Background: an optimization exercise with open tools, aiming at small area, a short achievable clock period and few clock cycles. Do not read the settings as production practice. Function was checked by simulation only, so behaviour that the tests miss may differ from the original.

## the previous run
==> flow/design.v <==
module cic_core (
    input  wire sys_clk,
    input  wire block_rst,       
    input  wire dclk_in,         
    input  wire dio_in,          
    input  wire reset_held,      
    input  wire cancel,          
    output reg  dio_drive_low,   
    output reg  terminated,      
    output reg  busy             
);
    localparam [92:0] PRE_BITS =
        93'b111101000111001111110000100001001010001101011111010001110010000001011110010011100101111011000;
    localparam [3:0]
        ST_WAIT  = 4'd0,
        ST_TERM  = 4'd1,    
        ST_PRE   = 4'd2,    
        ST_DRAIN = 4'd3,    
        ST_CMD   = 4'd4,    
        ST_CPAD  = 4'd5,    
        ST_CWR   = 4'd6,    
        ST_VMARK = 4'd7,    
        ST_VRD   = 4'd8,    
        ST_VSYNC = 4'd9,    
        ST_VWR   = 4'd10,   
        ST_RACK  = 4'd11,   
        ST_DIE   = 4'd12;   
    reg  [3:0]   st;            
    reg  [6:0]   cnt;           
    reg          wait_act;      
    reg          cap_q;         
    reg          rbit;          
    reg          rst_q;         
    reg          cmd_hi;
    reg  [60:1]  mv;
    reg  [3:0]   p;             
    reg  [15:1]  ob;            
    reg          eng_run;       
    reg          eng_wait;      
    reg          eng_v1;        
    reg          eng_v2;        
    reg          eng_v3;        
    reg  [1:0]   eng_rnd;
    reg  [3:0]   eng_x;         
    reg  [3:0]   eng_bs;        
    reg          eng_have;      
    reg          eng_need;      
    reg  [120:0] ring;
    reg  [6:0]   vw;
    reg          vpend;         
    reg          vfetch;        
    reg  [3:0]   va_a;          
    reg          va_carry;
    wire [3:0] m1  = mv[4:1],   m2  = mv[8:5],   m3  = mv[12:9],  m4  = mv[16:13];
    wire [3:0] m5  = mv[20:17], m6  = mv[24:21], m7  = mv[28:25], m8  = mv[32:29];
    wire [3:0] m9  = mv[36:33], m10 = mv[40:37], m11 = mv[44:41], m12 = mv[48:45];
    wire [3:0] m13 = mv[52:49], m14 = mv[56:53], m15 = mv[60:57];
    function [3:0] add4;
        input [3:0] a, b;
        input       ci;
        reg   [4:0] c;
        integer     i;
        begin
            c[0] = ci;
            for (i = 0; i < 4; i = i + 1) begin
                add4[i] = a[i] ^ b[i] ^ c[i];
                c[i+1]  = (a[i] & b[i]) | (c[i] & (a[i] ^ b[i]));
            end
        end
    endfunction
    function cout4;
        input [3:0] a, b;
        input       ci;
        reg   [4:0] c;
        integer     i;
        begin
            c[0] = ci;
            for (i = 0; i < 4; i = i + 1)
                c[i+1] = (a[i] & b[i]) | (c[i] & (a[i] ^ b[i]));
            cout4 = c[4];
        end
    endfunction
    wire [3:0] xe  = eng_x;
    wire [3:0] n1  = add4(m1, xe, 1'b1);
    wire [3:0] n2  = ~add4(n1, m2, 1'b1);
    wire [3:0] t3  = add4(m2, m3, 1'b1);
    wire       ca  = ~cout4(m2, m3, 1'b1);                  
    wire [3:0] n3b = add4(m2, {m3[2:0], 1'b1}, 1'b0);        
    wire [3:0] n3  = ca ? t3 : n3b;
    wire [3:0] n4a = add4(m3, m4, 1'b0);
    wire [3:0] n4  = ca ? n4a : add4(n3b, m4, 1'b0);
    wire [3:0] n5a = add4(n4a, m5, 1'b0);
    wire [3:0] n5b = add4({~m4[3], m4[2:0]}, m4[3] ? 4'd0 : m5, 1'b0);
    wire [3:0] n5  = ca ? n5a : n5b;
    wire [3:0] n6a = add4({~m5[3], m5[2:0]}, m5[3] ? 4'd0 : m6, 1'b0);
    wire [3:0] n6b = add4(m5, m6, 1'b1);
    wire [3:0] n6  = ca ? n6a : n6b;
    wire [3:0] bs  = ca ? m6 : n6b;                         
    wire [3:0] n7  = add4(eng_bs, m7, 1'b1);
    wire [3:0] n8  = add4(n7, m8, 1'b1);
    wire [3:0] n9  = add4(n8, m9, 1'b1);
    wire [3:0] n10 = add4(m9, m10, 1'b1);
    wire [3:0] n11 = add4(n10, m11, 1'b1);
    wire [3:0] n12 = add4(n11, m12, 1'b1);
    wire [3:0] n13 = add4(m12, m13, 1'b1);
    wire [3:0] n14 = add4(n13, m14, 1'b1);
    wire [3:0] n15 = add4(n14, m15, 1'b1);
    wire eng_busy = eng_run || eng_wait || eng_v1 || eng_v2 || eng_v3;
    wire eng_fin  = eng_v3 && !eng_v2 && !eng_v1 && !eng_run && !eng_wait;
    wire eng_take = eng_need && eng_have;                    
    wire [3:0] nib  = {ring[2], ring[4], ring[6], ring[8]};
    wire [3:0] va_1 = {va_a[3] ^ ~nib[0], va_a[2:0]};
    wire [3:0] va_2 = {va_1[3] ^ (va_1[2] & ~va_1[1]), va_1[2] ^ ~va_1[1], va_1[1:0]};
    wire [3:0] va_3 = add4(va_2, nib, 1'b0);
    wire [3:0] va_5 = add4({va_3[2:0], 1'b0}, va_carry ? 4'd0 : 4'd7, 1'b0);
    wire [4:0] va_6 = {cout4(va_5, va_3, va_carry), add4(va_5, va_3, va_carry)};
    wire [3:0] va_7 = ~va_6[3:0];
    wire is_read = (st == ST_DRAIN) || (st == ST_CMD) || (st == ST_CPAD) ||
                   (st == ST_VRD);
    wire can_cap = !terminated && !rst_q && (st != ST_WAIT) && (st != ST_DIE) &&
                   !((st == ST_CWR) && eng_need) && !vpend && !vfetch;
    reg wbit;
    always @(*) begin
        case (st)
            ST_PRE:   wbit = PRE_BITS[cnt];
            ST_CWR:   wbit = ob[p];
            ST_VMARK: wbit = ~cnt[0];                        
            ST_VWR:   wbit = va_a[3 - cnt[1:0]];              
            default:  wbit = 1'b0;                           
        endcase
    end
    wire drive0   = can_cap && !is_read && !wbit;            
    wire capture  = can_cap && !wait_act && !dclk_in;
    wire complete = wait_act && dclk_in;
    wire die_now  = complete && ((st == ST_DIE) ||
                    (cap_q && st == ST_CMD && cnt[0] && !cmd_hi && rbit));
    reg [3:0] st_a;
    reg [6:0] cnt_a;
    reg [3:0] p_a;
    always @(*) begin
        st_a  = st;
        cnt_a = cnt;
        p_a   = p;
        if (eng_take)
            p_a = (m7 == 4'd0) ? 4'd1 : m7;
        if (cap_q) begin
            cnt_a = cnt + 7'd1;
            case (st)
                ST_PRE:   if (cnt == 7'd92) begin st_a = ST_DRAIN; cnt_a = 7'd0; end
                ST_DRAIN: if (cnt == 7'd7)  begin st_a = ST_CMD;   cnt_a = 7'd0; end
                ST_CMD: begin
                    if (cnt[0]) begin
                        cnt_a = 7'd0;
                        case ({cmd_hi, rbit})
                            2'b00:   st_a = ST_CPAD;
                            2'b01:   st_a = ST_DIE;
                            2'b10:   st_a = ST_VMARK;
                            default: st_a = ST_RACK;
                        endcase
                    end
                end
                ST_CPAD:  st_a = ST_CWR;
                ST_CWR: begin
                    p_a = p + 4'd1;
                    if (p == 4'hF) begin st_a = ST_CMD; cnt_a = 7'd0; end
                    else                 st_a = ST_CPAD;
                end
                ST_VMARK: if (cnt == 7'd7)   begin st_a = ST_VRD;   cnt_a = 7'd0; end
                ST_VRD:   if (cnt == 7'd119) begin st_a = ST_VSYNC; cnt_a = 7'd0; end
                ST_VSYNC: begin st_a = ST_VWR; cnt_a = 7'd0; end
                ST_VWR:   if (cnt == 7'd119) begin st_a = ST_CMD;   cnt_a = 7'd0; end
                ST_RACK:  begin st_a = ST_CMD; cnt_a = 7'd0; end
                default: ;
            endcase
        end
        if (st == ST_WAIT || rst_q) cnt_a = 7'd0;
    end
    wire kill       = block_rst || cancel;
    wire wait_act_d = !(kill || dclk_in) && (wait_act || can_cap);
    wire dd_d       = !(kill || dclk_in) && (wait_act ? dio_drive_low : drive0);
    wire term_d     = !block_rst && (terminated || cancel || die_now);
    wire [3:0] st_d = (rst_q || st == ST_WAIT) ? (reset_held ? ST_WAIT : ST_PRE) : st_a;
    wire cmd_cmp   = cap_q && (st == ST_CMD) && cnt[0] && !cmd_hi && !rbit;
    wire eng_start = (cap_q && (st == ST_DRAIN) && (cnt == 7'd7)) || eng_take;
    wire eng_have_d = !rst_q && ((eng_have || eng_fin) && !eng_take);
    wire eng_need_d = !rst_q && ((eng_need || cmd_cmp) && !eng_take);
    wire eng_end   = eng_run && (xe == 4'd0);                
    wire eng_rest   = eng_wait && eng_v3 && !eng_v2 && !eng_v1;   
    wire eng_run_d  = !rst_q && (eng_start || (eng_run && !eng_end) || eng_rest);
    wire eng_wait_d = !rst_q &&
                      ((eng_end && eng_rnd != 2'd2) || (eng_wait && !eng_rest));
    wire eng_v1_d   = !rst_q && eng_run;
    wire eng_v2_d   = !rst_q && eng_v1;
    wire eng_v3_d   = !rst_q && eng_v2;
    wire v_al    = &vw;
    wire v_rd    = cap_q && (st == ST_VRD);                  
    wire v_wr    = (v_rd && (v_al || cnt == 7'd0)) || (vpend && v_al);
    wire v_nx    = cap_q && ((st == ST_VSYNC) ||
                   (st == ST_VWR && cnt[1:0] == 2'd3 && cnt != 7'd119));
    wire v_ft    = (v_nx || vfetch) && v_al;                 
    wire vpend_d  = !rst_q && ((v_rd || vpend) && !v_wr);
    wire vfetch_d = !rst_q && ((v_nx || vfetch) && !v_ft);
    always @(posedge sys_clk) begin
        st            <= st_d;
        cnt           <= cnt_a;
        p             <= p_a;
        wait_act      <= wait_act_d;
        dio_drive_low <= dd_d;
        terminated    <= term_d;
        busy          <= ((st_a == ST_CWR) && eng_need_d) ||
                         ((v_rd || vpend) && !v_wr) || ((v_nx || vfetch) && !v_ft);
        cap_q         <= capture && !block_rst;
        rst_q         <= block_rst;
        eng_run       <= eng_run_d;
        eng_wait      <= eng_wait_d;
        eng_v1        <= eng_v1_d;
        eng_v2        <= eng_v2_d;
        eng_v3        <= eng_v3_d;
        eng_have      <= eng_have_d;
        eng_need      <= eng_need_d;
        if (eng_take)
            ob <= {m15[0], m14[0], m13[0], m12[0], m11[0], m10[0], m9[0], m8[0],
                   m7[0], m6[0], m5[0], m4[0], m3[0], m2[0], m1[0]};
        if (capture)
            rbit <= dio_in;
        if (cap_q && st == ST_CMD && !cnt[0])
            cmd_hi <= rbit;
        if (!eng_busy) begin                       
            eng_x     <= m15;
            eng_rnd   <= 2'd0;
        end
        if (eng_rest)                              
            eng_x     <= n15;
        if (eng_run) begin
            eng_x     <= xe - 4'd1;
            eng_bs    <= bs;
            if (xe == 4'd0) eng_rnd <= eng_rnd + 2'd1;
        end
        if (eng_run)
            mv[4:1] <= n1;
        else if (cap_q && st == ST_DRAIN && cnt[2])
            mv[4:1] <= {mv[3:1], rbit};               
        if (rst_q)
            mv[24:5] <= 20'hB8F41;                    
        else if (eng_run)
            mv[24:5] <= {n6, n5, n4, n3, n2};
        if (rst_q)
            mv[36:25] <= 12'hC75;                     
        else if (eng_v1)
            mv[36:25] <= {n9, n8, n7};
        if (rst_q)
            mv[48:37] <= 12'h16D;                     
        else if (eng_v2)
            mv[48:37] <= {n12, n11, n10};
        if (rst_q)
            mv[60:49] <= 12'h89E;                     
        else if (eng_v3)
            mv[60:49] <= {n15, n14, n13};
        ring  <= {v_wr ? rbit : ring[0], ring[120:1]};
        vpend  <= vpend_d;
        vfetch <= vfetch_d;
        if (v_wr)
            vw <= 7'b0111111;                      
        else if (v_ft)
            vw <= 7'b0101010;                      
        else
            vw <= v_al ? 7'b0000001 : {vw[5:0], vw[6] ^ vw[5]};
        if (v_ft) begin
            va_a     <= va_7;
            va_carry <= va_6[4];
        end else if (cap_q && st == ST_CMD) begin
            va_a     <= 4'd5;
            va_carry <= 1'b1;
        end
    end
endmodule
==> flow/config.mk <==
export PLATFORM = sky130hd
export DESIGN_NAME = cic_core
export DESIGN_NICKNAME = cic_core
export VERILOG_FILES = /design/flow/design.v
export SDC_FILE = /design/flow/constraint.sdc
export NUM_CORES = 4
export LEC_CHECK = 0
export CAP_MARGIN = 20
export CORE_MARGIN = 2
export CORE_UTILIZATION = 40
export SLEW_MARGIN = 20
==> flow/constraint.sdc <==
create_clock -name core_clock -period 15.0 [get_ports {sys_clk}]
set_input_delay 3.0000 -clock core_clock [delete_from_list [all_inputs] [get_ports {sys_clk}]]
set_output_delay 3.0000 -clock core_clock [all_outputs]
set_load 0.01 [all_outputs]
standard.sh (not shown) runs the stock make flow with config.mk's settings and CLKGATE_MAP_FILE= SYNTH_SCRIPT=/design/flow/synth_recipe.tcl, a recipe that flattens the netlist after the stock synthesis.
==> flow/flow/run.sh <==
#!/bin/bash
# Standard layout, with:
#  - repair_timing aiming for setup slack 11 ns (a tighter achieved period)
#    instead of 0,
#  - 70% utilisation,
#  - buf_4 cells as the port buffers (every port is still buffered),
#  - a clock tree of clkbuf_8 leaf buffers (at most 15 flip-flops each)
#    under clkbuf_16.
set -euo pipefail
bash standard.sh SETUP_SLACK_MARGIN=11 CORE_UTILIZATION=70 \
  "BUFFER_PORTS_ARGS=-buffer_cell sky130_fd_sc_hd__buf_4" \
  "CTS_ARGS=-sink_clustering_enable -repair_clock_nets -sink_clustering_size 15 -sink_clustering_max_diameter 60 -buf_list sky130_fd_sc_hd__clkbuf_8 -root_buf sky130_fd_sc_hd__clkbuf_16" \
  finish > run_standard.log 2>&1
Testbench counts of the previous run, summed over its fixed seeds: cycles 64,299.
--- input diff the previous run..the current run ---
diff --git a/flow/design.v b/flow/design.v
--- a/flow/design.v
+++ b/flow/design.v
@@ -30,11 +30,9 @@
     reg          wait_act;      
     reg          cap_q;         
     reg          rbit;          
     reg          rst_q;         
-    reg          cmd_hi;
     reg  [60:1]  mv;
-    reg  [3:0]   p;             
     reg  [15:1]  ob;            
     reg          eng_run;       
     reg          eng_wait;      
     reg          eng_v1;        
@@ -122,9 +120,9 @@
     reg wbit;
     always @(*) begin
         case (st)
             ST_PRE:   wbit = PRE_BITS[cnt];
-            ST_CWR:   wbit = ob[p];
+            ST_CWR:   wbit = ob[cnt[3:0]];
             ST_VMARK: wbit = ~cnt[0];                        
             ST_VWR:   wbit = va_a[3 - cnt[1:0]];              
             default:  wbit = 1'b0;                           
         endcase
@@ -132,39 +130,35 @@
     wire drive0   = can_cap && !is_read && !wbit;            
     wire capture  = can_cap && !wait_act && !dclk_in;
     wire complete = wait_act && dclk_in;
     wire die_now  = complete && ((st == ST_DIE) ||
-                    (cap_q && st == ST_CMD && cnt[0] && !cmd_hi && rbit));
+                    (cap_q && st == ST_CMD && cnt[0] && !cnt[1] && rbit));
     reg [3:0] st_a;
     reg [6:0] cnt_a;
-    reg [3:0] p_a;
     always @(*) begin
         st_a  = st;
         cnt_a = cnt;
-        p_a   = p;
-        if (eng_take)
-            p_a = (m7 == 4'd0) ? 4'd1 : m7;
         if (cap_q) begin
             cnt_a = cnt + 7'd1;
             case (st)
                 ST_PRE:   if (cnt == 7'd92) begin st_a = ST_DRAIN; cnt_a = 7'd0; end
                 ST_DRAIN: if (cnt == 7'd7)  begin st_a = ST_CMD;   cnt_a = 7'd0; end
                 ST_CMD: begin
+                    cnt_a = {5'd0, rbit, 1'b1};      
                     if (cnt[0]) begin
                         cnt_a = 7'd0;
-                        case ({cmd_hi, rbit})
+                        case ({cnt[1], rbit})
                             2'b00:   st_a = ST_CPAD;
                             2'b01:   st_a = ST_DIE;
                             2'b10:   st_a = ST_VMARK;
                             default: st_a = ST_RACK;
                         endcase
                     end
                 end
-                ST_CPAD:  st_a = ST_CWR;
+                ST_CPAD: begin st_a = ST_CWR; cnt_a = cnt; end
                 ST_CWR: begin
-                    p_a = p + 4'd1;
-                    if (p == 4'hF) begin st_a = ST_CMD; cnt_a = 7'd0; end
-                    else                 st_a = ST_CPAD;
+                    if (cnt[3:0] == 4'hF) begin st_a = ST_CMD; cnt_a = 7'd0; end
+                    else                        st_a = ST_CPAD;
                 end
                 ST_VMARK: if (cnt == 7'd7)   begin st_a = ST_VRD;   cnt_a = 7'd0; end
                 ST_VRD:   if (cnt == 7'd119) begin st_a = ST_VSYNC; cnt_a = 7'd0; end
                 ST_VSYNC: begin st_a = ST_VWR; cnt_a = 7'd0; end
@@ -172,16 +166,18 @@
                 ST_RACK:  begin st_a = ST_CMD; cnt_a = 7'd0; end
                 default: ;
             endcase
         end
+        if (eng_take)                        
+            cnt_a = {3'd0, (m7 == 4'd0) ? 4'd1 : m7};
         if (st == ST_WAIT || rst_q) cnt_a = 7'd0;
     end
     wire kill       = block_rst || cancel;
     wire wait_act_d = !(kill || dclk_in) && (wait_act || can_cap);
     wire dd_d       = !(kill || dclk_in) && (wait_act ? dio_drive_low : drive0);
     wire term_d     = !block_rst && (terminated || cancel || die_now);
     wire [3:0] st_d = (rst_q || st == ST_WAIT) ? (reset_held ? ST_WAIT : ST_PRE) : st_a;
-    wire cmd_cmp   = cap_q && (st == ST_CMD) && cnt[0] && !cmd_hi && !rbit;
+    wire cmd_cmp   = cap_q && (st == ST_CMD) && cnt[0] && !cnt[1] && !rbit;
     wire eng_start = (cap_q && (st == ST_DRAIN) && (cnt == 7'd7)) || eng_take;
     wire eng_have_d = !rst_q && ((eng_have || eng_fin) && !eng_take);
     wire eng_need_d = !rst_q && ((eng_need || cmd_cmp) && !eng_take);
     wire eng_end   = eng_run && (xe == 4'd0);                
@@ -202,9 +198,8 @@
     wire vfetch_d = !rst_q && ((v_nx || vfetch) && !v_ft);
     always @(posedge sys_clk) begin
         st            <= st_d;
         cnt           <= cnt_a;
-        p             <= p_a;
         wait_act      <= wait_act_d;
         dio_drive_low <= dd_d;
         terminated    <= term_d;
         busy          <= ((st_a == ST_CWR) && eng_need_d) ||
@@ -222,10 +217,8 @@
             ob <= {m15[0], m14[0], m13[0], m12[0], m11[0], m10[0], m9[0], m8[0],
                    m7[0], m6[0], m5[0], m4[0], m3[0], m2[0], m1[0]};
         if (capture)
             rbit <= dio_in;
-        if (cap_q && st == ST_CMD && !cnt[0])
-            cmd_hi <= rbit;
         if (!eng_busy) begin                       
             eng_x     <= m15;
             eng_rnd   <= 2'd0;
         end
## What came out
Taking the previous run as the reference, in the current run non-clock buffer count -1; placement-stage worst setup slack +0.11 ns; die area -about 1%.
Relative to the previous run, flip-flop and latch count has gone down in the current run.
Summary: with the previous run as the reference, synthesized cell area in the current run moved down slightly.
[compare] base=the previous run new=the current run: final design instance area without fill moved down, number of library cell types mapped by synthesis moved up, number of synthesized flops with an enable pin moved down.
Global-route total usage across every layer delta for the current run relative to the previous run: 0.71 points higher
Testbench counts of the current run, summed over its fixed seeds: cycles 64,299.

-- separate check: timing with driven ports --
The results above use ideal ports. As a check the final layouts listed here were re-extracted and re-timed, cells and wires unchanged.
Step 1, drivers: a clkbuf_16 drives sys_clk and a buf_2 each remaining input, both assumed.
Step 2 also shifts input and output timing later by t, the mid clock arrival at the registers, as if the neighbouring blocks saw the same clock.
Three values: ideal ports, drivers, drivers and shift; two values: the first two.
| run | t, ns | setup slack, ns | cell pins on the clock port's net |
|---|---|---|---|
| the previous run | 0.524 | 11.050 / 11.002 / 10.934 | 1 |
| the current run | 0.511 | 11.054 / 11.010 / 11.060 | 1 |
After both steps every run listed still meets setup and hold. The setup slack of the previous run, which loses most, moves by -0.048 ns with the drivers and by -0.116 ns with both steps.
